Source: an optimization exercise on an open RTL-to-GDS flow (aim: small area, a short achievable clock period and few clock cycles). Production flows keep margins and buffers that such runs may drop. At most, simulation tests tie the RTL to the original design; equivalence was not proved. Function not checked in runs 3 to 6: the RTL went through the layout flow alone. Power is estimated from default activity; no workload was simulated.

### design/flow/config.mk
export PLATFORM = sky130hd
export DESIGN_NAME = milight_periph
export DESIGN_NICKNAME = milight_periph
export VERILOG_FILES = /design/flow/design.v
export SDC_FILE = /design/flow/constraint.sdc
export NUM_CORES = 4
export LEC_CHECK = 0
export CAP_MARGIN = 20
export CORE_MARGIN = 2
export CORE_UTILIZATION = 40
export SETUP_SLACK_MARGIN = 3.9
export SLEW_MARGIN = 20
### design/flow/design.v
module milight_bus #(
    parameter [7:0] DEFINED      = 8'h3F,   
    parameter       FLAG_IDX     = 1,       
    parameter [7:0] K3           = 8'h00,   
    parameter [7:0] K4           = 8'h00,   
    parameter       ATTN_EN      = 1,       
    parameter       ATTN_REL_EN  = 1,       
    parameter       ATTN_ACTIVE  = 1,       
    parameter [2:0] T_ASSERT     = 3'd3,
    parameter [2:0] T_HOLD       = 3'd7,
    parameter [2:0] T_RASSERT    = 3'd3,
    parameter [2:0] T_RHOLD      = 3'd7
) (
    input  wire       clk,
    input  wire       rst,         
    input  wire       do_act,      
    input  wire       do_cfg,      
    input  wire       do_start,    
    input  wire       do_tick,
    input  wire       do_step,
    input  wire       do_arb,
    input  wire       do_tmo,
    input  wire       do_wstart,   
    input  wire       do_wread,
    input  wire       do_wstop,
    input  wire [7:0] p,
    input  wire       match,       
    output wire       ready_ok,    
    output wire       idle,        
    output wire       en,          
    output wire       step_ok,
    output wire       fe_rd_o,
    output wire       fe_wr_o,
    output wire       fe_act_o,
    output wire [6:0] own_addr_o,
    output reg  [7:0] head,        
    output reg        attn_pin
);
    localparam [2:0] P_IDLE = 3'b000, P_CLEARED = 3'b001, P_RASSERT = 3'b010,
                     P_RHOLD = 3'b011, P_SET = 3'b100, P_ASSERT = 3'b101,
                     P_HOLD = 3'b110;
    localparam [0:0] PIN_IDLE = (ATTN_ACTIVE == 0);
    reg  [1:0] cc;           
    reg        engine_en;
    reg  [6:0] own_addr;
    reg        fe_rd, fe_wr, fe_active;
    reg  [2:0] phase;
    reg  [7:0] seq_mask;
    reg  [2:0] timer;
    reg  [1:0] s0_cc, s1_cc;   
    reg  [7:0] s0_fl, s1_fl;
    reg        ptr;            
    reg  [2:0] cnt;            
    reg  [2:0] h;              
    assign en       = engine_en;
    assign ready_ok = engine_en && (cc != 2'd0);
    assign idle     = (phase == P_IDLE);
    wire   tz       = (timer == 3'd0);
    assign step_ok  = !idle && tz;
    assign fe_rd_o  = fe_rd;
    assign fe_wr_o  = fe_wr;
    assign fe_act_o = fe_active;
    assign own_addr_o = own_addr;
    wire [7:0] flags = phase[2] ? (seq_mask & DEFINED) : 8'h00;
    wire       cnt8_7  = !cnt[2] && !cnt[1];
    wire       cnt3    =  cnt[2] && !cnt[1];
    wire [4:0] hi      = {h[2] & !h[1], h[2] & h[1], h[1] & h[0], !h[1] & h[0], !h[2] & !h[0]};
    wire       from_s1 = ptr ^ cnt8_7;
    wire [1:0] s_cc    = from_s1 ? s1_cc : s0_cc;
    wire [7:0] s_fl    = (from_s1 ? s1_fl : s0_fl) & DEFINED;
    wire       s_cfg   = (s_cc != 2'd0);
    always @* begin
        head = 8'h00;
        if (hi[0]) head = head | {5'd0, s_cc == 2'd3, s_cfg, s_cc == 2'd2};
        if (hi[FLAG_IDX]) head = head | s_fl;
        if (hi[3] && s_cfg) head = head | K3;
        if (hi[4] && s_cfg) head = head | K4;
    end
    wire addr_r = do_wstart && match && p[0];
    wire pop    = do_wread && fe_rd;
    wire refill = addr_r || (pop && cnt3);
    always @(posedge clk) begin
        if (rst) begin
            cc        <= 2'd0;
            engine_en <= 1'b0;
            fe_rd     <= 1'b0;
            fe_wr     <= 1'b0;
            fe_active <= 1'b0;
            phase     <= P_IDLE;
            timer     <= 3'd0;
            attn_pin  <= PIN_IDLE;
        end else begin
            if (do_act && ready_ok && idle)
                phase    <= P_SET;
            if (do_cfg && idle)
                cc <= {p[0] | p[2], ~p[0]};
            if (do_start && !engine_en)
                engine_en <= 1'b1;
            if (do_tick && !tz)
                timer <= timer - 3'd1;
            if (do_step && tz) case (phase)
                P_SET: begin
                    timer    <= T_ASSERT;
                    phase    <= P_ASSERT;
                    attn_pin <= (ATTN_EN != 0) ? ~PIN_IDLE : PIN_IDLE;
                end
                P_ASSERT: begin
                    timer    <= T_HOLD;
                    phase    <= P_HOLD;
                    attn_pin <= PIN_IDLE;
                end
                P_HOLD: phase <= P_CLEARED;
                P_CLEARED: begin
                    if (ATTN_REL_EN != 0) begin
                        timer    <= T_RASSERT;
                        phase    <= P_RASSERT;
                        attn_pin <= ~PIN_IDLE;
                    end else begin
                        phase    <= P_IDLE;
                    end
                end
                P_RASSERT: begin
                    timer    <= T_RHOLD;
                    phase    <= P_RHOLD;
                    attn_pin <= PIN_IDLE;
                end
                P_RHOLD: phase <= P_IDLE;
                default: ;
            endcase
            if (do_arb) fe_rd <= 1'b0;
            if (do_tmo || do_wstop) begin
                fe_rd     <= 1'b0;
                fe_wr     <= 1'b0;
                fe_active <= 1'b0;
            end
            if (do_wstart) begin
                fe_rd <= match &&  p[0];
                fe_wr <= match && !p[0];
                if (match) fe_active <= 1'b1;
            end
            if (pop && p[0]) fe_rd <= 1'b0;
        end
    end
    always @(posedge clk) begin
        if (idle)       seq_mask <= p;
        if (!engine_en) own_addr <= p[6:0];
    end
    always @(posedge clk) begin
        if (rst)
            ptr <= 1'b0;
        else if (refill)
            ptr <= ~ptr;
    end
    always @(posedge clk) begin
        if (refill) begin
            if (ptr) begin
                s0_cc <= cc;
                s0_fl <= flags;
            end else begin
                s1_cc <= cc;
                s1_fl <= flags;
            end
        end
        if (addr_r) begin
            cnt <= 3'b111;
            h   <= 3'b000;
        end else if (pop) begin
            cnt <= {cnt[1:0], ~cnt[2]};
            h   <= {h[1:0], !h[2] && !h[1]};
        end
    end
endmodule
module milight_periph (
    input  wire        clk,
    input  wire        rst,
    input  wire        in_valid,
    output wire        in_ready,
    input  wire [1:0]  in_kind,
    input  wire [15:0] in_word,
    output reg         out_valid,
    output reg  [7:0]  out_data,
    output wire [1:0]  attn
);
    localparam [1:0] C_ACT    = 2'b01, C_CFG   = 2'b10, C_START = 2'b11,    
                     S_STEP   = 2'b00, S_TICK  = 2'b01,                     
                     S_ARB    = 2'b10, S_TMO   = 2'b11,
                     W_START  = 2'b00, W_WRITE = 2'b01,                     
                     W_READ   = 2'b10, W_STOP  = 2'b11;
    wire [3:0] cmd_op  = in_word[15:12];
    wire [7:0] ip      = in_word[7:0];
    wire [3:0] sq_op   = in_word[7:4];
    wire [1:0] wk      = in_word[9:8];
    wire       k_cmd   = (in_kind == 2'd0);
    wire       k_sq    = (in_kind == 2'd1);
    wire       cb_ok   = (in_word[11:9] == 3'd0);
    wire       sb_ok   = (in_word[3:1] == 3'd0);
    wire [1:0] op_d  = k_cmd ? cmd_op[1:0] : k_sq ? {sq_op[2], sq_op[0]} : wk;
    wire       bus_d = k_cmd ? in_word[8] : k_sq ? in_word[0] : in_kind[0];
    wire cmd_ok = (cmd_op == 4'h1) || (cmd_op == 4'h2) || (cmd_op == 4'h3 && !ip[7]);
    wire sq_ok  = (sq_op == 4'h1) || (sq_op == 4'h2) || (sq_op == 4'h4) || (sq_op == 4'h5);
    wire w_ok   = !wk[1] || (ip[7:1] == 7'd0 && !(wk[0] && ip[0]));
    wire rst_d  = k_cmd && (in_word == 16'hF000);    
    wire [7:0] defd     = in_word[8] ? 8'hC6 : 8'h3F;
    wire       mask_bad = (ip == 8'h00) || ((ip & ~defd) != 8'h00);
    wire       class_ok = (ip == 8'h02) || (ip == 8'h03) || (ip == 8'h06);
    wire       bad_d    = cmd_op[1] ? !class_ok : mask_bad;
    wire c01_d  = k_cmd ? cmd_ok && !cb_ok : k_sq && sb_ok && (sq_op == 4'h3);
    reg        v;          
    reg        ex_c;       
    reg        ex_s;       
    reg        ex_w;       
    reg        c01;        
    reg        brst;       
    reg        bad;        
    reg  [1:0] op;
    reg        bq;
    reg  [7:0] p;
    reg        match0, match1;    
    reg        rdy;
    wire       en0, en1;
    wire [6:0] own0, own1;
    wire       accept = in_valid && rdy;
    assign     in_ready = rdy;
    always @(posedge clk) begin
        v      <= accept && !rst;
        ex_c   <= accept && !rst && k_cmd && cmd_ok && cb_ok;
        ex_s   <= accept && !rst && k_sq && sq_ok && sb_ok;
        ex_w   <= accept && !rst && in_kind[1] && w_ok;
        c01    <= c01_d;
        brst   <= rst || (accept && rst_d);
        op     <= op_d;
        bad    <= bad_d;
        bq     <= bus_d;
        p      <= ip;
        match0 <= !brst && en0 && (ip[7:1] == own0);
        match1 <= !brst && en1 && (ip[7:1] == own1);
        rdy    <= rst || !(accept && k_cmd && cmd_op == 4'h3);
    end
    wire a_act   = ex_c && (op == C_ACT);
    wire a_cfg   = ex_c && (op == C_CFG);
    wire a_start = ex_c && (op == C_START);
    wire a_tick  = ex_s && (op == S_TICK);
    wire a_step  = ex_s && (op == S_STEP);
    wire a_arb   = ex_s && (op == S_ARB);
    wire a_tmo   = ex_s && (op == S_TMO);
    wire a_wst   = ex_w && (op == W_START);
    wire a_wrd   = ex_w && (op == W_READ);
    wire a_wsp   = ex_w && (op == W_STOP);
    wire       rok0, idle0, sok0, frd0, fwr0, fac0;
    wire       rok1, idle1, sok1, frd1, fwr1, fac1;
    wire [7:0] head0, head1;
    milight_bus #(
        .DEFINED(8'h3F), .FLAG_IDX(1), .K3(8'h00), .K4(8'h00),
        .ATTN_EN(1), .ATTN_REL_EN(1), .ATTN_ACTIVE(0),
        .T_ASSERT(3'd3), .T_HOLD(3'd7), .T_RASSERT(3'd3), .T_RHOLD(3'd7)
    ) u_bus0 (
        .clk(clk), .rst(brst),
        .do_act(a_act && !bq && !bad), .do_cfg(a_cfg && !bq && !bad),
        .do_start(a_start && !bq),
        .do_tick(a_tick && !bq), .do_step(a_step && !bq),
        .do_arb(a_arb && !bq), .do_tmo(a_tmo && !bq),
        .do_wstart(a_wst && !bq), .do_wread(a_wrd && !bq), .do_wstop(a_wsp && !bq),
        .p(p), .match(match0),
        .ready_ok(rok0), .idle(idle0), .en(en0), .step_ok(sok0), .fe_rd_o(frd0),
        .fe_wr_o(fwr0), .fe_act_o(fac0), .own_addr_o(own0), .head(head0), .attn_pin(attn[0])
    );
    milight_bus #(
        .DEFINED(8'hC6), .FLAG_IDX(2), .K3(8'h5A), .K4(8'h81),
        .ATTN_EN(1), .ATTN_REL_EN(0), .ATTN_ACTIVE(1),
        .T_ASSERT(3'd2), .T_HOLD(3'd5), .T_RASSERT(3'd2), .T_RHOLD(3'd5)
    ) u_bus1 (
        .clk(clk), .rst(brst),
        .do_act(a_act && bq && !bad), .do_cfg(a_cfg && bq && !bad),
        .do_start(a_start && bq),
        .do_tick(a_tick && bq), .do_step(a_step && bq),
        .do_arb(a_arb && bq), .do_tmo(a_tmo && bq),
        .do_wstart(a_wst && bq), .do_wread(a_wrd && bq), .do_wstop(a_wsp && bq),
        .p(p), .match(match1),
        .ready_ok(rok1), .idle(idle1), .en(en1), .step_ok(sok1), .fe_rd_o(frd1),
        .fe_wr_o(fwr1), .fe_act_o(fac1), .own_addr_o(own1), .head(head1), .attn_pin(attn[1])
    );
    wire       rok  = bq ? rok1   : rok0;
    wire       idle = bq ? idle1  : idle0;
    wire       en   = bq ? en1    : en0;
    wire       sok  = bq ? sok1   : sok0;
    wire       frd  = bq ? frd1   : frd0;
    wire       fwr  = bq ? fwr1   : fwr0;
    wire       fac  = bq ? fac1   : fac0;
    wire       m    = bq ? match1 : match0;
    wire [7:0] head = bq ? head1  : head0;
    reg [7:0] resp;
    always @* begin
        if (ex_c) case (op)
            C_ACT:    resp = !rok ? 8'h01 : !idle ? 8'h02 : bad ? 8'h03 : 8'h00;
            C_CFG:    resp = !idle ? 8'h02 : bad ? 8'hFF : 8'h00;
            default:  resp = {6'd0, en, 1'b0};                   
        endcase else if (ex_s) case (op)
            S_STEP:   resp = {7'd0, !sok};
            S_TICK:   resp = 8'h00;
            S_ARB:    resp = {7'd0, !frd};
            default:  resp = {7'd0, !fac};                       
        endcase else if (ex_w) case (op)
            W_START:  resp = {7'd0, !m};
            W_WRITE:  resp = {7'd0, !fwr};
            W_READ:   resp = frd ? head : 8'hFF;
            default:  resp = 8'h00;                              
        endcase else
            resp = brst ? 8'h00 : c01 ? 8'h01 : 8'hFF;
    end
    always @(posedge clk) begin
        if (rst) out_valid <= 1'b0;
        else     out_valid <= v;
        out_data <= resp;
    end
endmodule
### design/flow/standard.sh
#!/bin/bash
# synth_recipe.tcl (not shown) runs the flow's synth.tcl, then flattens the netlist and writes it again
# the make line also repeats each setting of config.mk as NAME=value (left out here)
make -C /OpenROAD-flow-scripts/flow DESIGN_CONFIG=/design/flow/config.mk WORK_HOME=/design/flow/orfs CLKGATE_MAP_FILE= SYNTH_SCRIPT=/design/flow/synth_recipe.tcl "${@:-finish}"
### design/flow/flow/run.sh
#!/bin/bash
# The standard layout (standard.sh) with three changes:
# - synthesis maps no half/full adder cells (ADDER_MAP_FILE empty), so ABC
#   maps all logic; the registers are those of the standard synthesis;
# - the port buffers are buf_2 cells;
# - the clock tree is built from a clkbuf_16 root and clkbuf_4 cluster
#   buffers, without dummy loads.
export BUFFER_PORTS_ARGS="-buffer_cell sky130_fd_sc_hd__buf_2"
export CTS_ARGS="-sink_clustering_enable -repair_clock_nets -buf_list sky130_fd_sc_hd__clkbuf_4 -root_buf sky130_fd_sc_hd__clkbuf_16 -dont_use_dummy_load -sink_clustering_size 30"
bash standard.sh ADDER_MAP_FILE= finish > standard.log 2>&1
### design/flow/constraint.sdc
create_clock -name core_clock -period 6.0 [get_ports {clk}]
set_input_delay 1.2000 -clock core_clock [delete_from_list [all_inputs] [get_ports {clk}]]
set_output_delay 1.2000 -clock core_clock [all_outputs]
set_load 0.01 [all_outputs]
==> impl_metrics.ini, run 1 <==
[final_layout]
multiInputGateArea_sq_mm = 0.00227
layout.nets = 565
layout-drive-gt1-share_pct = 15.9
final_cell_count_no_fill = 718
diodes = 0
fin_util_pct = 44.5
area_delta_synth_final_pct = 9.11
nFillCells = 1269
seq_area_sq_mm = 0.00297

[route]
num_vias = 3882
ant_nets = 0
routed_wl_um = 11200
drt-wirelength-per-cell_um = 15.6
drt_iter0_drc = 321
drc_errors = 0
firstDrtPassIters = 6
vias_per_cell = 5.41

[die]
die_y_um = 120
core.rowCount = 42
die_w_um = 120
start_util_pct = 40.8
core_sq_mm = 0.0131
pin_count = 33
die_area_sq_mm = 0.0143

[logic_synthesis]
synth_async_sr_flop_share_pct = 0
syn_avg_cell_area_sq_um = 10.4
synth_top_area_cell = edfxtp_1
synth_cells = 516
syn-cell-area_sq_mm = 0.00536
ys.flop_type = dfxtp_1
synth_edf_count = 52
synth_top_area_share_pct = 29.1
synth_seq_area_share_pct = 55.3
ys_types = 67
synth_common_cells = 70 x dfxtp_1, 52 x edfxtp_1, 48 x nor2_1, 46 x nand2_1, 33 x a21oi_1
syn_nets = 537
yosys-top-cells-area = edfxtp_1 29%, dfxtp_1 26%, mux2i_1 3.5%
ys_ff_latch = 122
ys_warn_count = 3
yosys.cell_count.top_type = dfxtp_1

[placement]
gp_congestion = 0.868
port_buffers = 32
post-place-ws_ns = 3.41
placed_cells = 696
hpwlAfterDp_um = 8140

[critical_path]
path_max_fanout = 3
crit_family = flip-flops
crit_buf_inv = 1
cpMaxStageDelayCell = dfxtp_1
cp_slowest_stage_delay_ns = 0.35
crit_required_ns = 4.80
crit_chain = buf_2
cp-end-kind = output port
critPathKind = reg2out
worstPathArrival_ns = 0.83
start_kind = flip-flop

[global_routing]
globalRouteTotalUtil_pct = 16.8
grt_pass1_vias = 3622
grt_pass1_wl_um = 18500
antenna_found_initial = 0
overflow = 0
grt_max_degree = 33

[timing]
finClkSkew_ns = 0.0552
maxSlewViolCount = 0
final-hold-violation-count = 0
fin_ws_ns = 3.97
rsz0062_at_grt = true
whs_ns = 0.441
slew_headroom_pct = 56.0
tns_ns = 0
min_period_ns = 2.03
fin_crit_sh_pct = 33.8
setup-violations-final = 0
worst_pin_slew_ns = 0.655
max_freq_ghz = 0.494

[clock_tree]
clkTransAtPathRegs_ns = 0.09
cts-root-buf = clkbuf_16
cts_max_level = 4
clkLatencyLatePin_ns = 0.37
cts_tree = built
clock_path_buffers = 2
cts_buffers = 17
cts_sinks = 122

[run_status]
outcome = complete, no violations

[flow_run]
cap_violations = 0

[power_and_ir_drop]
leakage_nw = 2.11
ir_worst_vdd_mv = 0.156
powerDensity_mw_per_mm2 = 233

[hold_path]
hp-class = reg2reg
==> worst reg2reg max path: stages (launching register included) <==
cell and delay, ns:
dfxtp_1 0.60, nor2b_2 0.31, nand3_1 0.19, or4b_2 0.68
a31oi_1 0.18
==> flip-flops by register name, summed over array words and instances (netlist names), 4 cells and up <==
signal,count
u_bus1.s0_fl,4
u_bus0.own_addr,7
u_bus0.seq_mask,6
p,8
u_bus1.seq_mask,4
u_bus0.s0_fl,6
u_bus1.s1_fl,4
out_data,8
u_bus1.own_addr,7
u_bus0.s1_fl,6
==> path summary, 6_finish.rpt <==
path                                 from                      endpoint  slack [ns]  cells past startpoint
max          u_bus0.attn_pin$_SDFFE_PP1P_                       attn[0]        3.97                      1
min                          p[7]$_DFF_P_  u_bus1.seq_mask[7]$_DFFE_PN_        0.44                      0
max reg2reg                 op[0]$_DFF_P_    u_bus1.timer[1]$_SDFF_PP0_        4.00                      4
min reg2reg                  p[7]$_DFF_P_  u_bus1.seq_mask[7]$_DFFE_PN_        0.44                      0
==> cell type report <==
| class | instances | area share (%) |
|---|---|---|
| clock buffer | 17 | 2.48 |
| inverter | 10 | 0.642 |
| multi-input combinational | 355 | 38.8 |
| sequential | 122 | 50.8 |
| tap | 176 | 3.77 |
| timing repair buffer | 38 | 3.51 |
==> repair_timing <==
item,in CTS,in global routing
hold endpoints to repair,0,0
endpoints found under the setup margin,42,29
pin swaps,0,1
resized for setup,10,8
setup buffers,0,5
hold buffers,0,0
==> where the power goes <==
group / switching (W) / total [W] / internal (W)
registers: 0.0000193 / 0.000900 / 0.000880
clock network: 0.000238 / 0.000393 / 0.000154
logic: 0.0000432 / 0.0000722 / 0.0000290
total: 0.000301 / 0.00136 / 0.00106
==> kinds of logic (layout without fill, tap and decap cells) <==
logic type | Yosys count | in the layout | share of synthesized area [%]
DFF | 122 | 122 | 55.3
AOI/OAI and AO/OA | 115 | 115 | 13.6
and+or+nand+nor | 202 | 202 | 19.8
buffers and inverters | 39 | 65 | 3.62
xor gates and xnor gates | 16 | 16 | 3.32
muxes | 22 | 22 | 4.44
==> routing by layer <==
layer | track usage, % | up-vias | share of wire [%]
met2 | 26.3 | 121 | 46
met5 | 0 | - | 0
met4 | 6.76 | 0 | 1.9
met3 | 4.71 | 16 | 5.4
li1 | - | 1930 | -
met1 | 22.1 | 1815 | 47
==> placed cells by master, fill, tap and decap left out, types with 7 or more instances in the layout <==
master | Yosys | final
mux2i_1 | 19 | 19
nand3_1 | 15 | 15
nor2_1 | 48 | 46
a31oi_1 | 9 | 7
a21oi_1 | 33 | 33
o21ai_0 | 27 | 27
inv_1 | 10 | 10
clkbuf_4 | 1 | 16
edfxtp_1 | 52 | 52
dfxtp_1 | 70 | 65
nand2_1 | 46 | 46
o211ai_1 | 10 | 10
xnor2_1 | 8 | 8
nor3_1 | 20 | 18
buf_2 | 1 | 32
and2_1 | 13 | 13
==> stage by stage <==
step / area, sq um / total power, W
6_report: 5850 / 0.00136
5_1_grt: 5850 / 0.00143
4_1_cts: 5780 / 0.00138
3_5_place_dp: 5600 / 0.000989
3_3_place_gp: 5600 / 0.000988
2_1_floorplan: 5370 / 0.000959
Testbench counts, summed over its fixed seeds: cycles 24,063.
==> run 2, diff against run 1 <==
--- a/design/flow/config.mk
+++ b/design/flow/config.mk
@@ -9,4 +9,4 @@
 export CORE_MARGIN = 2
 export CORE_UTILIZATION = 40
-export SETUP_SLACK_MARGIN = 3.9
+export SETUP_SLACK_MARGIN = 3.95
 export SLEW_MARGIN = 20
==> run 2 against run 1 <==
Compared with the run above:
- non-clock buffer count is the same
- sequential power is essentially flat
- clock skew shrank 0.026 ns
- cell count grew 0.14%
- clock-buffer cell count is the same
- maximum frequency grew 0.74%
==> impl_metrics.ini, run 2 <==
[run_status]
outcome = complete, no violations

[logic_synthesis]
syn-cell-area_sq_mm = 0.00536
synth_top_area_cell = edfxtp_1
syn_nets = 537
synth_async_sr_flop_share_pct = 0
ys_types = 67
yosys.cell_count.top_type = dfxtp_1
synth_seq_area_share_pct = 55.3
ys_ff_latch = 122
syn_avg_cell_area_sq_um = 10.4
synth_edf_count = 52
synth_cells = 516
yosys-top-cells-area = edfxtp_1 29%, dfxtp_1 26%, mux2i_1 3.5%
synth_top_area_share_pct = 29.1
synth_common_cells = 70 x dfxtp_1, 52 x edfxtp_1, 48 x nor2_1, 46 x nand2_1, 33 x a21oi_1
ys.flop_type = dfxtp_1
ys_warn_count = 3

[clock_tree]
clkTransAtPathRegs_ns = 0.11
cts_tree = built
ctsHoldBuffers = 0
cts_max_level = 4
cts_buffers = 17
cts-root-buf = clkbuf_16
cts_sinks = 122
clock_path_buffers = 2
clkLatencyLatePin_ns = 0.36

[critical_path]
cp_slowest_stage_delay_ns = 0.34
crit_buf_inv = 1
path_max_fanout = 2
cpMaxStageDelayCell = dfxtp_2
timing.rr.end = u_bus0.s1_cc[0]$_DFFE_PP_
worstPathArrival_ns = 0.81
ff2ff_path_depth = 5
crit_family = flip-flops
start_kind = flip-flop
critPathKind = reg2out
cp.depth = 1
r2r-start = ex_w$_DFF_P_
crit_chain = buf_6
r2r_slack_ns = 4.06
crit_required_ns = 4.80
cp-end-kind = output port

[hold_path]
hold_path_end = u_bus1.seq_mask[7]$_DFFE_PN_
whs_path_depth = 0
hold_start = p[7]$_DFF_P_
hp-class = reg2reg

[die]
core_sq_mm = 0.0131
die_y_um = 120
die_w_um = 120
pin_count = 33
core.rowCount = 42
die_area_sq_mm = 0.0143
start_util_pct = 40.8

[route]
firstDrtPassIters = 4
vias_per_cell = 5.40
routed_wl_um = 11800
num_vias = 3880
drt_iter0_drc = 258
drc_errors = 0
ant_nets = 0
drt-wirelength-per-cell_um = 16.4

[placement]
hpwlAfterDp_um = 8420
gp_congestion = 0.857
port_buffers = 32

[final_layout]
diodes = 0
layout.nets = 566
final_cell_mix = 60 x dfxtp_1, 52 x edfxtp_1, 46 x nor2_1, 46 x nand2_1, 33 x a21oi_1
area_delta_synth_final_pct = 9.53
final_common_cell = dfxtp_1
largest_registers = out_data x8, p x8
nFillCells = 1295
layout-drive-gt1-share_pct = 16.8
fin_util_pct = 44.7

[power_and_ir_drop]
seqPwrFrac_pct = 65.4
intPower_w = 0.00107
leakage_nw = 2.12
comb_power_share_pct = 5.6
powerDensity_mw_per_mm2 = 234
p_sw_share_pct = 22.4
p_sw_w = 0.000308
ir_worst_vdd_mv = 0.137
clkPwrFrac_pct = 29.0

[timing]
min_period_ns = 2.01
rsz0062_at_grt = false
finClkSkew_ns = 0.0297
fin_crit_sh_pct = 33.5
maxSlewViolCount = 0
max_freq_ghz = 0.497
setup-violations-final = 0
worst_pin_slew_ns = 0.625
tns_ns = 0
slew_headroom_pct = 57.9
final-hold-violation-count = 0

[global_routing]
grt_pass1_wl_um = 18900
overflow = 0
antenna_found_initial = 0
grt_max_degree = 33
grt_pass1_vias = 3668
globalRouteTotalUtil_pct = 17.2

[flow_run]
cap_violations = 0
-- run 2: how the worst max path moves through the flow --
stage,startpoint,end,slack [ns]
3_5_place_dp,bq$_DFF_P_,u_bus0.s1_fl[0]$_DFFE_PP_,3.41
6_report,u_bus1.attn_pin$_SDFFE_PP0P_,attn[1],3.99
2_1_floorplan,in_word[7],bad$_DFF_P_,3.94
3_3_place_gp,bq$_DFF_P_,u_bus0.s0_cc[0]$_DFFE_PP_,3.52
5_1_grt,ex_w$_DFF_P_,u_bus0.s1_fl[5]$_DFFE_PP_,3.94
4_1_cts,out_data[1]$_DFF_P_,out_data[1],3.96
-- run 2: final cells by class --
class / instances / area (sq um) / share of cell area (%)
multi-input cells: 356 / 2270 / 38.6
flip-flops and latches: 122 / 2980 / 50.8
repair buffers: 38 / 218 / 3.71
clock buffers: 17 / 145 / 2.47
well taps: 176 / 220 / 3.75
inverters: 10 / 37.5 / 0.640
-- run 2: worst register-to-register path, stage by stage (launching register included) --
cell	delay (ns)
dfxtp_4	0.42
nor3b_4	0.33
and3_1	0.23
and2_1	0.22
a31oi_2	0.12
nor2_4	0.30
-- run 2: metrics by stage --
stage                     setup WS [ns]  power (W)  instance area [sq um]  hold slack [ns]  instances
after floorplan                    3.94   0.000959                   5370            0.386        516
after global placement             3.52   0.000988                   5600            0.417        696
after detailed placement           3.41   0.000990                   5600            0.409        696
after CTS                          3.96    0.00138                   5790            0.421        714
after global routing               3.94    0.00143                   5870            0.424        719
final                              3.99    0.00137                   5870            0.423        719
-- run 2: repair_timing --
item | in CTS | in global routing
buffers inserted | 1 | 4
gates cloned | 0 | 1
resized for setup | 13 | 10
pin swaps | 0 | 1
setup endpoints to repair | 46 | 41
-- run 2: routing by layer --
layer	vias to the layer above	share of wire, %	global-route usage, %
li1	1927	-	-
met1	1837	48	23.8
met2	107	46	26.0
met3	9	5.4	4.99
met4	0	1.3	5.51
met5	-	0	0
-- run 2: logic make-up (layout without fill, tap and decap cells) --
kind of cell / after synthesis / in the layout / synth area share (%)
buffers and inverters: 39 / 65 / 3.62
multiplexers: 22 / 22 / 4.44
XOR/XNOR: 16 / 16 / 3.32
AO/OA/AOI/OAI: 115 / 115 / 13.6
AND/OR/NAND/NOR: 202 / 203 / 19.8
flip-flops: 122 / 122 / 55.3
-- run 2: power groups by stage --
stage	clock, W	sequential (W)	combinational [W]
2_1_floorplan	0	0.000908	0.0000517
6_report	0.000398	0.000898	0.0000774
3_3_place_gp	0	0.000917	0.0000710
5_1_grt	0.000447	0.000901	0.0000845
4_1_cts	0.000411	0.000899	0.0000728
3_5_place_dp	0	0.000918	0.0000726
==> run 3, diff against run 2 <==
--- a/design/flow/design.v
+++ b/design/flow/design.v
@@ -201,8 +201,4 @@
     wire w_ok   = !wk[1] || (ip[7:1] == 7'd0 && !(wk[0] && ip[0]));
     wire rst_d  = k_cmd && (in_word == 16'hF000);    
-    wire [7:0] defd     = in_word[8] ? 8'hC6 : 8'h3F;
-    wire       mask_bad = (ip == 8'h00) || ((ip & ~defd) != 8'h00);
-    wire       class_ok = (ip == 8'h02) || (ip == 8'h03) || (ip == 8'h06);
-    wire       bad_d    = cmd_op[1] ? !class_ok : mask_bad;
     wire c01_d  = k_cmd ? cmd_ok && !cb_ok : k_sq && sb_ok && (sq_op == 4'h3);
     reg        v;          
@@ -212,5 +208,4 @@
     reg        c01;        
     reg        brst;       
-    reg        bad;        
     reg  [1:0] op;
     reg        bq;
@@ -230,5 +225,4 @@
         brst   <= rst || (accept && rst_d);
         op     <= op_d;
-        bad    <= bad_d;
         bq     <= bus_d;
         p      <= ip;
@@ -237,4 +231,8 @@
         rdy    <= rst || !(accept && k_cmd && cmd_op == 4'h3);
     end
+    wire [7:0] defd     = bq ? 8'hC6 : 8'h3F;
+    wire       mask_bad = (p == 8'h00) || ((p & ~defd) != 8'h00);
+    wire       class_ok = (p == 8'h02) || (p == 8'h03) || (p == 8'h06);
+    wire       bad      = op[1] ? !class_ok : mask_bad;
     wire a_act   = ex_c && (op == C_ACT);
     wire a_cfg   = ex_c && (op == C_CFG);
--- a/design/flow/config.mk
+++ b/design/flow/config.mk
@@ -9,4 +9,4 @@
 export CORE_MARGIN = 2
 export CORE_UTILIZATION = 40
-export SETUP_SLACK_MARGIN = 3.95
+export SETUP_SLACK_MARGIN = 3.9
 export SLEW_MARGIN = 20
==> run 3 against run 2 <==
Compared with the run above:
- critical path type unchanged
- clock power about the same
- design area increased by 1.0%
- global-route usage increased by 0.72 points
- maximum frequency decreased by 1.0%
- clock-buffer cell count unchanged
- largest power group unchanged
==> impl_metrics.ini, run 3 <==
[run_status]
outcome = complete, no violations

[logic_synthesis]
ys_types = 66
yosys-top-cells-area = edfxtp_1 29%, dfxtp_1 26%, o21ai_0 3.4%
syn-cell-area_sq_mm = 0.00533
synth_top_area_cell = edfxtp_1
synth_async_sr_flop_share_pct = 0
ys.flop_type = dfxtp_1
synth_cells = 508
synth_common_cells = 69 x dfxtp_1, 52 x edfxtp_1, 39 x nand2_1, 38 x nor2_1, 36 x o21ai_0
synth_top_area_share_pct = 29.3
synth_edf_count = 52
synth_seq_area_share_pct = 55.2
syn_avg_cell_area_sq_um = 10.5
ys_warn_count = 3
ys_ff_latch = 121
syn_nets = 529
yosys.cell_count.top_type = dfxtp_1

[critical_path]
worstPathArrival_ns = 0.83
crit_required_ns = 4.80
cpMaxStageDelayCell = dfxtp_2
cp.depth = 1
r2r_slack_ns = 4.00
crit_family = flip-flops
crit_chain = buf_2
critPathKind = reg2out
path_max_fanout = 3
ff2ff_path_depth = 4
start_kind = flip-flop
crit_buf_inv = 1
cp-end-kind = output port
cp_slowest_stage_delay_ns = 0.35

[final_layout]
final_cell_mix = 65 x dfxtp_1, 52 x edfxtp_1, 39 x nand2_1
fin_util_pct = 45.1
area_delta_synth_final_pct = 11.2
diodes = 0
layout-drive-gt1-share_pct = 17.5
final_common_cell = dfxtp_1
largest_registers = out_data x8, p x8
layout.nets = 561

[placement]
gp_congestion = 0.857
hpwlAfterDp_um = 8650
port_buffers = 32

[global_routing]
antenna_found_initial = 0
grt_pass1_vias = 3870
grt_pass1_wl_um = 19700
overflow = 0
grt_max_degree = 29
globalRouteTotalUtil_pct = 17.9

[clock_tree]
cts_sinks = 121
clock_path_buffers = 2
cts_tree = built
cts-root-buf = clkbuf_16
ctsHoldBuffers = 0
clkTransAtPathRegs_ns = 0.10
cts_buffers = 17
clkLatencyLatePin_ns = 0.37
cts_max_level = 4

[timing]
fin_crit_sh_pct = 33.9
tns_ns = 0
final-hold-violation-count = 0
setup-violations-final = 0
max_freq_ghz = 0.492
min_period_ns = 2.03
rsz0062_at_grt = true
worst_pin_slew_ns = 0.613
slew_headroom_pct = 58.8
maxSlewViolCount = 0
finClkSkew_ns = 0.0412

[route]
ant_nets = 0
routedLengthMet1_um = 5360
drt_iter0_drc = 331
wl_met3_um = 572
vias_per_cell = 5.62
drt-wirelength-per-cell_um = 16.6
firstDrtPassIters = 5
top_layer_used = met4
num_vias = 4012
drc_errors = 0
dr_wl_met2_um = 5660
routed_wl_um = 11900

[flow_run]
cap_violations = 0

[die]
die_w_um = 119
pin_count = 33
start_util_pct = 40.6
die_y_um = 119
die_area_sq_mm = 0.0143
core_sq_mm = 0.0131
core.rowCount = 42

[hold_path]
hp-class = reg2reg
whs_path_depth = 1

[power_and_ir_drop]
powerDensity_mw_per_mm2 = 232
leakage_nw = 2.11
ir_worst_vdd_mv = 0.178
run 3: logic make-up after synthesis:
kind of cell              share of synthesized area (%)
AOI/OAI and AO/OA                                  15.2
and+or+nand+nor                                    19.9
xor gates and xnor gates                           2.46
buffers and inverters                              2.58
muxes                                              4.69
DFF                                                55.2
run 3: stage by stage:
step           hold WS (ns)  std cells  power [W]  cell area, sq um  setup slack (ns)
6_report              0.452        714    0.00137              5930              3.97
5_1_grt               0.461        714    0.00143              5930              3.89
4_1_cts               0.456        714    0.00139              5850              3.91
3_5_place_dp          0.428        694   0.000985              5630              3.04
3_3_place_gp          0.435        694   0.000983              5630              3.18
2_1_floorplan         0.414        508   0.000952              5340              3.92
run 3: cell type report:
| class | count | area [sq um] |
|---|---|---|
| multi-input combinational | 355 | 2380 |
| fill | 1278 | 7210 |
| inverter | 8 | 33.8 |
| sequential | 121 | 2950 |
| tap | 176 | 220 |
| clock buffer | 17 | 145 |
| timing repair buffer | 37 | 198 |
run 3: what timing repair did:
action,4_1_cts,5_1_grt
buffers inserted,3,0
gates resized for setup,15,17
pin swaps,0,1
setup endpoints to repair,41,37
run 3: final timing paths:
| path | endpoint | from |
|---|---|---|
| hold reg to reg | out_valid$_SDFF_PP0_ | v$_DFF_P_ |
| setup reg to reg | u_bus1.s0_cc[1]$_DFFE_PP_ | op[1]$_DFF_P_ |
| setup / recovery | in_ready | rdy$_DFF_P_ |
| hold / removal | out_valid$_SDFF_PP0_ | v$_DFF_P_ |
run 3: report_power, final:
part | total, W | internal, W | switching, W
clock | 0.000398 | 0.000155 | 0.000243
combinational | 0.0000827 | 0.0000354 | 0.0000473
sequential | 0.000892 | 0.000873 | 0.0000188
total | 0.00137 | 0.00106 | 0.000309
run 3: per-layer routing:
layer | vias to the layer above | global-route usage (%)
li1 | 1957 | -
met1 | 1918 | 22.8
met2 | 110 | 28.4
met3 | 27 | 4.36
met4 | 0 | 8.75
met5 | - | 0
==> run 4, diff against run 3 <==
--- a/design/flow/config.mk
+++ b/design/flow/config.mk
@@ -9,4 +9,4 @@
 export CORE_MARGIN = 2
 export CORE_UTILIZATION = 40
-export SETUP_SLACK_MARGIN = 3.9
+export SETUP_SLACK_MARGIN = 3.95
 export SLEW_MARGIN = 20
==> run 4 against run 3 <==
Compared with the run above:
- design area increased by 0.17%
- die area is the same
- cell count decreased by 0.28%
- non-clock buffer count down 2
- area after synthesis unchanged
- combinational power down 8.1%
==> impl_metrics.ini, run 4 <==
[run_status]
outcome = complete, no violations

[hold_path]
hold_path_end = out_valid$_SDFF_PP0_
whs_path_depth = 1
hold_start = v$_DFF_P_
hp-class = reg2reg

[critical_path]
cp-end-kind = output port
timing.rr.end = out_data[2]$_DFF_P_
crit_required_ns = 4.80
r2r-start = p[3]$_DFF_P_
crit_buf_inv = 1
crit_family = flip-flops
cp_slowest_stage_delay_ns = 0.36
cpMaxStageDelayCell = dfxtp_2
r2r_slack_ns = 4.02
start_kind = flip-flop
crit_chain = buf_6
path_max_fanout = 3
critPathKind = reg2out
worstPathArrival_ns = 0.82
ff2ff_path_depth = 5

[logic_synthesis]
ys_types = 66
synth_common_cells = 69 x dfxtp_1, 52 x edfxtp_1, 39 x nand2_1, 38 x nor2_1, 36 x o21ai_0
synth_top_family_by_area = simple AND/OR/NAND/NOR gates
yosys.area_share.adder_pct = 0
synth_seq_area_share_pct = 55.2
synth_compound_area_share_pct = 15.2
synth_edf_count = 52
syn-cell-area_sq_mm = 0.00533
ys_warn_count = 3
synth_top_area_share_pct = 29.3
synth_cells = 508
yosys.cell_count.top_type = dfxtp_1
synth_async_sr_flop_share_pct = 0
synth-simple-area-share_pct = 19.9
ys_ff_latch = 121
synth_top_area_cell = edfxtp_1
ys.flop_type = dfxtp_1
synthMuxAreaShare_pct = 4.69
syn_avg_cell_area_sq_um = 10.5
yosys-top-cells-area = edfxtp_1 29%, dfxtp_1 26%, o21ai_0 3.4%
synth-xor-area-share_pct = 2.46
syn_nets = 529

[placement]
post-place-ws_ns = 3.06
gp_congestion = 0.880
port_buffers = 32
placed_cells = 693
dpl-instance-area_sq_mm = 0.00563
hpwlAfterDp_um = 8580

[die]
core.rowCount = 42
core_sq_mm = 0.0131
start_util_pct = 40.6
pin_count = 33
die_y_um = 119
die_w_um = 119
die_area_sq_mm = 0.0143

[route]
drt-wirelength-per-cell_um = 16.7
vias_per_cell = 5.64
firstDrtPassIters = 5
routed_wl_um = 11900
ant_nets = 0
num_vias = 4016
drt_iter0_drc = 331
drc_errors = 0

[clock_tree]
cts-root-buf = clkbuf_16
cts_buffers = 17
cts_tree = built
cts_sinks = 121
cts_max_level = 4
clock_path_buffers = 2
clkLatencyLatePin_ns = 0.36
clkTransAtPathRegs_ns = 0.10

[timing]
fin_crit_sh_pct = 33.7
slew_headroom_pct = 57.4
fin_ws_ns = 3.98
finClkSkew_ns = 0.0385
final-hold-violation-count = 0
worst_pin_slew_ns = 0.633
min_period_ns = 2.02
setup-violations-final = 0
maxSlewViolCount = 0
rsz0062_at_grt = true
tns_ns = 0
max_freq_ghz = 0.494

[final_layout]
layout.nets = 559
largest_registers = out_data x8, p x8
final_cell_mix = 61 x dfxtp_1, 52 x edfxtp_1, 39 x nand2_1
final_cell_count_no_fill = 712
diodes = 0
final_common_cell = dfxtp_1
design_area_sq_mm = 0.00594
layout-drive-gt1-share_pct = 17.7
fin_util_pct = 45.2
area_delta_synth_final_pct = 11.4

[flow_run]
cap_violations = 0

[global_routing]
globalRouteTotalUtil_pct = 17.7
grt_pass1_vias = 3777
grt_max_degree = 30
overflow = 0
grt_pass1_wl_um = 19500
antenna_found_initial = 0

[power_and_ir_drop]
powerDensity_mw_per_mm2 = 230
ir_worst_vdd_mv = 0.118
leakage_nw = 2.11
run 4: metal layers:
metal	track usage, %	part of all wire, %	vias up
met4	7.72	3.1	0
met5	0	0	-
met3	5.89	5.0	29
met2	27.0	47	130
li1	-	-	1947
met1	22.9	45	1910
run 4: power breakdown:
part / internal, W / switching, W / leakage (nW)
combinational: 0.0000336 / 0.0000424 / 0.905
clock: 0.000154 / 0.000237 / 0.0859
sequential: 0.000873 / 0.0000239 / 1.12
run 4: worst max-delay path by stage:
| stage | startpoint | end | slack, ns | cells after the start |
|---|---|---|---|---|
| finish | rdy$_DFF_P_ | in_ready | 3.98 | 1 |
| CTS | rdy$_DFF_P_ | in_ready | 3.95 | 1 |
| global placement | op[1]$_DFF_P_ | u_bus0.s1_fl[0]$_DFFE_PP_ | 3.16 | 4 |
| global route | p[3]$_DFF_P_ | out_data[2]$_DFF_P_ | 3.91 | 5 |
| detailed placement | op[1]$_DFF_P_ | u_bus0.s1_fl[4]$_DFFE_PP_ | 3.06 | 4 |
| floorplan | in_word[7] | c01$_DFF_P_ | 3.94 | 4 |
run 4: logic make-up after synthesis:
| kind of cell | count (synthesis) |
|---|---|
| buf+inv | 32 |
| flops | 121 |
| simple gates | 193 |
| compound gates | 125 |
| mux | 22 |
| xor+xnor | 15 |
run 4: layout make-up:
| class | count | area [sq um] |
|---|---|---|
| tap | 176 | 220 |
| multi-input combinational | 355 | 2380 |
| clock buffer | 17 | 145 |
| timing repair buffer | 35 | 195 |
| sequential | 121 | 2960 |
| fill | 1265 | 7200 |
| inverter | 8 | 30.0 |
run 4: metrics by stage:
step	power, W	hold WS (ns)
2_1_floorplan	0.000952	0.414
3_3_place_gp	0.000983	0.438
3_5_place_dp	0.000984	0.433
4_1_cts	0.00138	0.462
5_1_grt	0.00143	0.497
6_report	0.00136	0.458
run 4: repair_timing:
item	4_1_cts	5_1_grt
pin swaps	0	3
buffers inserted	1	1
gates resized for setup	20	21
hold buffers	0	0
endpoints found under the setup margin	65	45
==> run 5, diff against run 4 <==
--- a/design/flow/design.v
+++ b/design/flow/design.v
@@ -35,9 +35,6 @@
     output wire [6:0] own_addr_o,
     output reg  [7:0] head,        
-    output reg        attn_pin
+    output wire       attn_pin
 );
-    localparam [2:0] P_IDLE = 3'b000, P_CLEARED = 3'b001, P_RASSERT = 3'b010,
-                     P_RHOLD = 3'b011, P_SET = 3'b100, P_ASSERT = 3'b101,
-                     P_HOLD = 3'b110;
     localparam [0:0] PIN_IDLE = (ATTN_ACTIVE == 0);
     reg  [1:0] cc;           
@@ -45,7 +42,8 @@
     reg  [6:0] own_addr;
     reg        fe_rd, fe_wr, fe_active;
-    reg  [2:0] phase;
+    reg        pin;            
+    reg  [1:0] m;              
     reg  [7:0] seq_mask;
-    reg  [2:0] timer;
+    reg  [2:0] t;              
     reg  [1:0] s0_cc, s1_cc;   
     reg  [7:0] s0_fl, s1_fl;
@@ -55,12 +53,20 @@
     assign en       = engine_en;
     assign ready_ok = engine_en && (cc != 2'd0);
-    assign idle     = (phase == P_IDLE);
-    wire   tz       = (timer == 3'd0);
-    assign step_ok  = !idle && tz;
+    wire   rel      = (ATTN_REL_EN != 0) && m[0];    
+    wire   asrt     = (pin != PIN_IDLE);
+    wire   untimed  = !asrt && !m[1] && !rel;
+    wire   timed    = asrt || m[1];
+    wire   tz       = (t == 3'd0);
+    assign idle     = untimed && tz;
+    assign step_ok  = untimed ? !tz : tz;
+    wire   p_set    = untimed && (t == 3'd1);
+    wire   p_clr    = untimed && (t == 3'd2);
+    wire   flag_on  = p_set || (asrt && !rel) || (!asrt && m[1] && !rel);
+    assign attn_pin = pin;
     assign fe_rd_o  = fe_rd;
     assign fe_wr_o  = fe_wr;
     assign fe_act_o = fe_active;
     assign own_addr_o = own_addr;
-    wire [7:0] flags = phase[2] ? (seq_mask & DEFINED) : 8'h00;
+    wire [7:0] flags = flag_on ? (seq_mask & DEFINED) : 8'h00;
     wire       cnt8_7  = !cnt[2] && !cnt[1];
     wire       cnt3    =  cnt[2] && !cnt[1];
@@ -87,45 +93,45 @@
             fe_wr     <= 1'b0;
             fe_active <= 1'b0;
-            phase     <= P_IDLE;
-            timer     <= 3'd0;
-            attn_pin  <= PIN_IDLE;
+            pin       <= PIN_IDLE;
+            m         <= 2'b00;
+            t         <= 3'd0;
         end else begin
             if (do_act && ready_ok && idle)
-                phase    <= P_SET;
+                t <= 3'd1;                               
             if (do_cfg && idle)
                 cc <= {p[0] | p[2], ~p[0]};
             if (do_start && !engine_en)
                 engine_en <= 1'b1;
-            if (do_tick && !tz)
-                timer <= timer - 3'd1;
-            if (do_step && tz) case (phase)
-                P_SET: begin
-                    timer    <= T_ASSERT;
-                    phase    <= P_ASSERT;
-                    attn_pin <= (ATTN_EN != 0) ? ~PIN_IDLE : PIN_IDLE;
-                end
-                P_ASSERT: begin
-                    timer    <= T_HOLD;
-                    phase    <= P_HOLD;
-                    attn_pin <= PIN_IDLE;
-                end
-                P_HOLD: phase <= P_CLEARED;
-                P_CLEARED: begin
+            if (do_tick && timed && !tz)
+                t <= t - 3'd1;
+            if (do_step && step_ok) begin
+                if (p_set) begin                         
+                    pin <= (ATTN_EN != 0) ? ~PIN_IDLE : PIN_IDLE;
+                    m   <= (ATTN_EN != 0) ? 2'b00 : 2'b10;
+                    t   <= (ATTN_EN != 0) ? T_ASSERT : T_HOLD;
+                end else if (asrt && !rel) begin         
+                    pin <= PIN_IDLE;
+                    m   <= 2'b10;
+                    t   <= T_HOLD;
+                end else if (!asrt && m[1] && !rel) begin   
+                    m   <= 2'b00;
+                    t   <= 3'd2;
+                end else if (p_clr) begin                
                     if (ATTN_REL_EN != 0) begin
-                        timer    <= T_RASSERT;
-                        phase    <= P_RASSERT;
-                        attn_pin <= ~PIN_IDLE;
+                        pin <= ~PIN_IDLE;
+                        m   <= 2'b01;
+                        t   <= T_RASSERT;
                     end else begin
-                        phase    <= P_IDLE;
+                        t   <= 3'd0;
                     end
+                end else if (asrt) begin                 
+                    pin <= PIN_IDLE;
+                    m   <= 2'b11;
+                    t   <= T_RHOLD;
+                end else begin                           
+                    m   <= 2'b00;
+                    t   <= 3'd0;
                 end
-                P_RASSERT: begin
-                    timer    <= T_RHOLD;
-                    phase    <= P_RHOLD;
-                    attn_pin <= PIN_IDLE;
-                end
-                P_RHOLD: phase <= P_IDLE;
-                default: ;
-            endcase
+            end
             if (do_arb) fe_rd <= 1'b0;
             if (do_tmo || do_wstop) begin
--- a/design/flow/config.mk
+++ b/design/flow/config.mk
@@ -9,4 +9,4 @@
 export CORE_MARGIN = 2
 export CORE_UTILIZATION = 40
-export SETUP_SLACK_MARGIN = 3.95
+export SETUP_SLACK_MARGIN = 3.9
 export SLEW_MARGIN = 20
==> run 5 against run 4 <==
Compared with the run above:
- maximum frequency shrank 0.46%
- via count is 0.92% lower
- area after synthesis shrank 1.2%
- core utilization increased by 1.7 points
- critical path type unchanged
- critical endpoint is now attn[1]
- largest cell class unchanged
- largest power group unchanged
- highest routed layer unchanged
==> impl_metrics.ini, run 5 <==
[run_status]
outcome = complete, no violations

[die]
core_sq_mm = 0.0127
die_w_um = 119
core.rowCount = 41
pin_count = 33
die_area_sq_mm = 0.0141
start_util_pct = 41.4
die_y_um = 119

[power_and_ir_drop]
seqPwrFrac_pct = 64.8
p_sw_w = 0.000304
powerDensity_mw_per_mm2 = 226
ir_worst_vdd_mv = 0.148
leakage_nw = 2.06
intPower_w = 0.00104
p_sw_share_pct = 22.6
clkPwrFrac_pct = 28.8
comb_power_share_pct = 6.4

[logic_synthesis]
yosys-top-cells-area = edfxtp_1 30%, dfxtp_1 25%, mux2i_1 4.0%
ys.flop_type = dfxtp_1
synth_cells = 515
syn-cell-area_sq_mm = 0.00527
ys_ff_latch = 118
ys_types = 60
syn_nets = 536
synth_common_cells = 66 x dfxtp_1, 53 x nor2_1, 52 x edfxtp_1, 49 x nand2_1, 35 x o21ai_0
ys_warn_count = 3
synth_seq_area_share_pct = 54.7
syn_avg_cell_area_sq_um = 10.2
synth_top_area_cell = edfxtp_1
synth_async_sr_flop_share_pct = 0
yosys.cell_count.top_type = dfxtp_1
synth_edf_count = 52
synth_top_area_share_pct = 29.6

[critical_path]
cpMaxStageDelayCell = dfxtp_4
critPathKind = reg2out
cp-end-kind = output port
cp-startpoint = u_bus1.pin$_SDFFE_PP0P_
start_kind = flip-flop
path_max_fanout = 4
worstPathArrival_ns = 0.83
crit_family = flip-flops
crit_required_ns = 4.80
cp_slowest_stage_delay_ns = 0.36
crit_chain = buf_2
r2r_slack_ns = 3.99
r2r-start = p[1]$_DFF_P_
crit_buf_inv = 1

[timing]
finClkSkew_ns = 0.0405
slew_headroom_pct = 63.5
maxSlewViolCount = 0
rsz0062_at_grt = true
setup-violations-final = 0
worst_pin_slew_ns = 0.546
tns_ns = 0
fin_crit_sh_pct = 33.9
max_freq_ghz = 0.492
final-hold-violation-count = 0
min_period_ns = 2.03

[route]
drc_errors = 0
ant_nets = 0
drt-wirelength-per-cell_um = 16.2
routed_wl_um = 11900
num_vias = 3979
firstDrtPassIters = 6
vias_per_cell = 5.44
drt_iter0_drc = 320

[clock_tree]
cts_tree = built
cts_buffers = 17
cts_max_level = 4
clkTransAtPathRegs_ns = 0.08
cts-root-buf = clkbuf_16
clock_path_buffers = 2
cts_sinks = 118
clkLatencyLatePin_ns = 0.36

[flow_run]
cap_violations = 0

[global_routing]
grt_pass1_wl_um = 19000
globalRouteTotalUtil_pct = 17.5
antenna_found_initial = 0
overflow = 0
grt_pass1_vias = 3833
grt_max_degree = 30

[final_layout]
final_cell_mix = 56 x dfxtp_1, 52 x edfxtp_1, 51 x nor2_1
seq_area_sq_mm = 0.00291
final_common_cell = dfxtp_1
layout-drive-gt1-share_pct = 19.0
diodes = 0
area_delta_synth_final_pct = 13.3
nFillCells = 1225
largest_registers = out_data x8, p x8
design_area_sq_mm = 0.00597
multiInputGateArea_sq_mm = 0.00237
layout.nets = 582

[hold_path]
hp-class = reg2reg
hold_start = v$_DFF_P_

[placement]
hpwlAfterDp_um = 8420
gp_congestion = 0.914
port_buffers = 32
dpl-instance-area_sq_mm = 0.00556
[run 5: changes by cell type after synthesis, moves of 5 or more]
cell / delta
nor2_1: +15
nand2_1: +10
nand2b_1: -8
nor2b_1: +6
mux2i_1: +5
o31a_1: +5
[run 5: worst paths after layout]
path	cells past startpoint	to
setup / recovery	1	attn[1]
hold / removal	1	out_valid$_SDFF_PP0_
setup reg to reg	6	out_data[0]$_DFF_P_
hold reg to reg	1	out_valid$_SDFF_PP0_
[run 5: area by class of cell]
cell class	instances	share of cell area (%)
flip-flops and latches	118	48.7
clock buffers	17	2.43
well taps	172	3.61
inverters	11	0.755
multi-input cells	365	39.7
repair buffers	48	4.76
[run 5: power groups by stage]
stage               logic [W]  clock network (W)  registers (W)
floorplan           0.0000467                  0       0.000883
global placement    0.0000744                  0       0.000890
detailed placement  0.0000744                  0       0.000891
CTS                 0.0000765           0.000407       0.000872
global route        0.0000955           0.000440       0.000875
finish              0.0000861           0.000388       0.000872
[run 5: metal layers]
metal | part of all wire (%) | global-route usage [%] | wire (um) | up-vias
met5 | 0 | 0 | 0 | -
met4 | 2.2 | 7.51 | 263 | 0
met3 | 5.2 | 5.12 | 616 | 21
met2 | 46 | 27.3 | 5510 | 113
met1 | 46 | 22.6 | 5470 | 1866
li1 | - | - | - | 1979
[run 5: logic make-up after synthesis]
group	count (synthesis)	share of synthesized area (%)
AOI/OAI and AO/OA	118	14.4
xor gates and xnor gates	20	3.32
and+or+nand+nor	202	19.5
buffers and inverters	32	2.78
muxes	25	5.27
DFF	118	54.7
[run 5: what timing repair did]
item                       4_1_cts  5_1_grt
pin swaps                        5        6
setup endpoints to repair       62       46
resized for setup               24       18
hold buffers                     0        0
hold endpoints to repair         0        0
buffers inserted                 4       10
[run 5: per-stage QoR]
step | hold slack, ns | instances | total power (W) | setup slack (ns) | utilization [%]
2_1_floorplan | 0.414 | 515 | 0.000930 | 3.94 | -
3_3_place_gp | 0.434 | 700 | 0.000965 | 3.00 | 43.7
3_5_place_dp | 0.428 | 700 | 0.000965 | 2.81 | 43.7
4_1_cts | 0.453 | 721 | 0.00136 | 3.90 | 45.7
5_1_grt | 0.467 | 731 | 0.00141 | 3.86 | 46.9
6_report | 0.452 | 731 | 0.00135 | 3.97 | 46.9
==> run 6, diff against run 5 <==
--- a/design/flow/config.mk
+++ b/design/flow/config.mk
@@ -9,4 +9,4 @@
 export CORE_MARGIN = 2
 export CORE_UTILIZATION = 40
-export SETUP_SLACK_MARGIN = 3.9
+export SETUP_SLACK_MARGIN = 3.95
 export SLEW_MARGIN = 20
==> run 6 against run 5 <==
Compared with the run above:
- critical path type unchanged
- still clean on timing, DRC and antenna
- synthesized cell count did not move
- design area rose by 0.96%
- wire length rose by 1.8%
- non-clock buffer count rose by 4
- die area did not move
- sequential cell count did not move
- clock-buffer cell count did not move
- sequential share of layout area fell by 0.30 points
==> impl_metrics.ini, run 6 <==
[timing]
fin_ws_ns = 4.00
slew_headroom_pct = 63.4
setup-violations-final = 0
worst_pin_slew_ns = 0.546
rsz0062_at_grt = true
min_period_ns = 2.00
final-hold-violation-count = 0
finClkSkew_ns = 0.0225
max_freq_ghz = 0.499
tns_ns = 0
maxSlewViolCount = 0
fin_crit_sh_pct = 33.4

[final_layout]
final_cell_mix = 52 x dfxtp_1, 52 x edfxtp_1, 50 x nor2_1
largest_registers = out_data x8, p x8
layout-drive-gt1-share_pct = 21.3
area_delta_synth_final_pct = 14.3
diodes = 0
layout.nets = 586

[logic_synthesis]
syn_avg_cell_area_sq_um = 10.2
synth_top_area_cell = edfxtp_1
ys_ff_latch = 118
ys_types = 60
syn-cell-area_sq_mm = 0.00527
ys_warn_count = 3
synth_async_sr_flop_share_pct = 0
yosys-top-cells-area = edfxtp_1 30%, dfxtp_1 25%, mux2i_1 4.0%
ys.flop_type = dfxtp_1
synth_common_cells = 66 x dfxtp_1, 53 x nor2_1, 52 x edfxtp_1, 49 x nand2_1, 35 x o21ai_0
synth_cells = 515
synth_seq_area_share_pct = 54.7
synth_edf_count = 52
syn_nets = 536
yosys.cell_count.top_type = dfxtp_1
synth_top_area_share_pct = 29.6

[clock_tree]
cts-root-buf = clkbuf_16
cts_sinks = 118
cts_buffers = 17
cts_tree = built
clock_path_buffers = 2
cts_max_level = 4
clkTransAtPathRegs_ns = 0.08
clkLatencyLatePin_ns = 0.35

[route]
drc_errors = 0
drt-wirelength-per-cell_um = 16.4
vias_per_cell = 5.56
routed_wl_um = 12100
ant_nets = 0
firstDrtPassIters = 5
drt_iter0_drc = 352
num_vias = 4088

[global_routing]
antenna_found_initial = 0
overflow = 0
grt_pass1_wl_um = 19200
grt_max_degree = 30
use_met3_pct = 5.41
grt_pass1_vias = 3855
globalRouteMet2Util_pct = 27.2
busiest_layer = met2
globalRouteTotalUtil_pct = 17.5
met1_usage_pct = 22.4

[critical_path]
crit_family = flip-flops
crit_buf_inv = 1
crit_required_ns = 4.80
cpMaxStageDelayCell = dfxtp_4
path_max_fanout = 2
cp-end-kind = output port
critPathKind = reg2out
crit_chain = buf_6
cp_slowest_stage_delay_ns = 0.35
start_kind = flip-flop
worstPathArrival_ns = 0.80

[placement]
port_buffers = 32
hpwlAfterDp_um = 8350
gp_congestion = 0.896
post-place-ws_ns = 2.86

[die]
die_w_um = 119
pin_count = 33
die_area_sq_mm = 0.0141
die_y_um = 119
core_sq_mm = 0.0127
start_util_pct = 41.4
core.rowCount = 41

[flow_run]
cap_violations = 0

[hold_path]
hp-class = reg2reg

[run_status]
outcome = complete, no violations

[power_and_ir_drop]
ir_worst_vdd_mv = 0.132
leakage_nw = 2.09
power_w = 0.00135
powerDensity_mw_per_mm2 = 225
run 6: cell families after synthesis:
family	share of synthesized area (%)
xor+xnor	3.32
flops	54.7
compound gates	14.4
mux	5.27
buf+inv	2.78
simple gates	19.5
run 6: power by group:
group / total (W) / internal, W / switching [W]
Clock: 0.000395 / 0.000155 / 0.000240
Combinational: 0.0000850 / 0.0000345 / 0.0000506
Sequential: 0.000873 / 0.000852 / 0.0000205
Total: 0.00135 / 0.00104 / 0.000312
run 6: path summary, 6_finish.rpt:
path,startpoint,end,slack (ns),cells past startpoint
hold reg to reg,v$_DFF_P_,out_valid$_SDFF_PP0_,0.45,1
hold / removal,v$_DFF_P_,out_valid$_SDFF_PP0_,0.45,1
setup reg to reg,u_bus1.pin$_SDFFE_PP0P_,out_data[0]$_DFF_P_,4.01,6
setup / recovery,u_bus0.pin$_SDFFE_PP1P_,attn[0],4.00,1
run 6: layout make-up:
type                    count  area (sq um)
well taps                 172           215
fillers                  1251          6700
clock buffers              17           145
flip-flops and latches    118          2920
inverters                  11          45.0
repair buffers             52           317
multi-input cells         365          2380
run 6: routing by layer:
metal / wire length, um / vias to the layer above
met4: 308 / 0
met1: 5390 / 1923
met2: 5670 / 152
met5: 0 / -
li1: - / 1982
met3: 704 / 31
run 6: stage by stage:
step	util [%]	hold slack (ns)	std cells	cell area, sq um
after global routing	47.4	0.480	735	6020
after detailed placement	43.7	0.446	700	5560
after global placement	43.7	0.434	700	5560
after CTS	45.8	0.458	720	5820
final	47.4	0.454	735	6020
after floorplan	-	0.414	515	5280
run 6: timing repair:
action	CTS	global route
gates resized for setup	30	26
hold buffers	0	0
setup endpoints to repair	67	49
setup buffers	3	15
pin swaps	4	11

re-timing with driven ports:
No port has a modelled driver above. Below, the same layouts with a new extraction and two added sets of constraints.
Step 1 assumes that a clkbuf_16 drives the clock port and a buf_2 every other input.
Step 2 adds t to the input delays and takes it off the output delays; t is the mean of the earliest and latest rising clock arrival at the registers after step 1. Input paths then give back, and output paths get back, about the clock's delay inside the block.
Slacks: ideal / step 1 / step 2; pairs: ideal / step 1.
run | shift t [ns] | slack for setup (ns) | hold WS [ns] | worst setup path after step 2 | clock arrival spread, ns
run 1 | 0.383 | 3.975 / 3.934 / 3.629 | 0.441 / 0.441 / 0.441 | input to register | 0.057 / 0.057
run 2 | 0.386 | 3.990 / 3.949 / 3.666 | 0.423 / 0.423 / 0.423 | input to register | 0.031 / 0.032
run 3 | 0.383 | 3.968 / 3.933 / 3.616 | 0.452 / 0.452 / 0.452 | input to register | 0.041 / 0.042
run 4 | 0.379 | 3.977 / 3.940 / 3.672 | 0.458 / 0.458 / 0.458 | input to register | 0.039 / 0.039
run 5 | 0.384 | 3.967 / 3.927 / 3.653 | 0.452 / 0.452 / 0.452 | input to register | 0.041 / 0.041
run 6 | 0.381 | 3.995 / 3.957 / 3.726 | 0.454 / 0.454 / 0.454 | input to register | 0.023 / 0.023
After both steps every run listed still meets setup and hold. The setup slack of run 3, which loses most, moves by -0.035 ns with the drivers and by -0.352 ns with both steps.
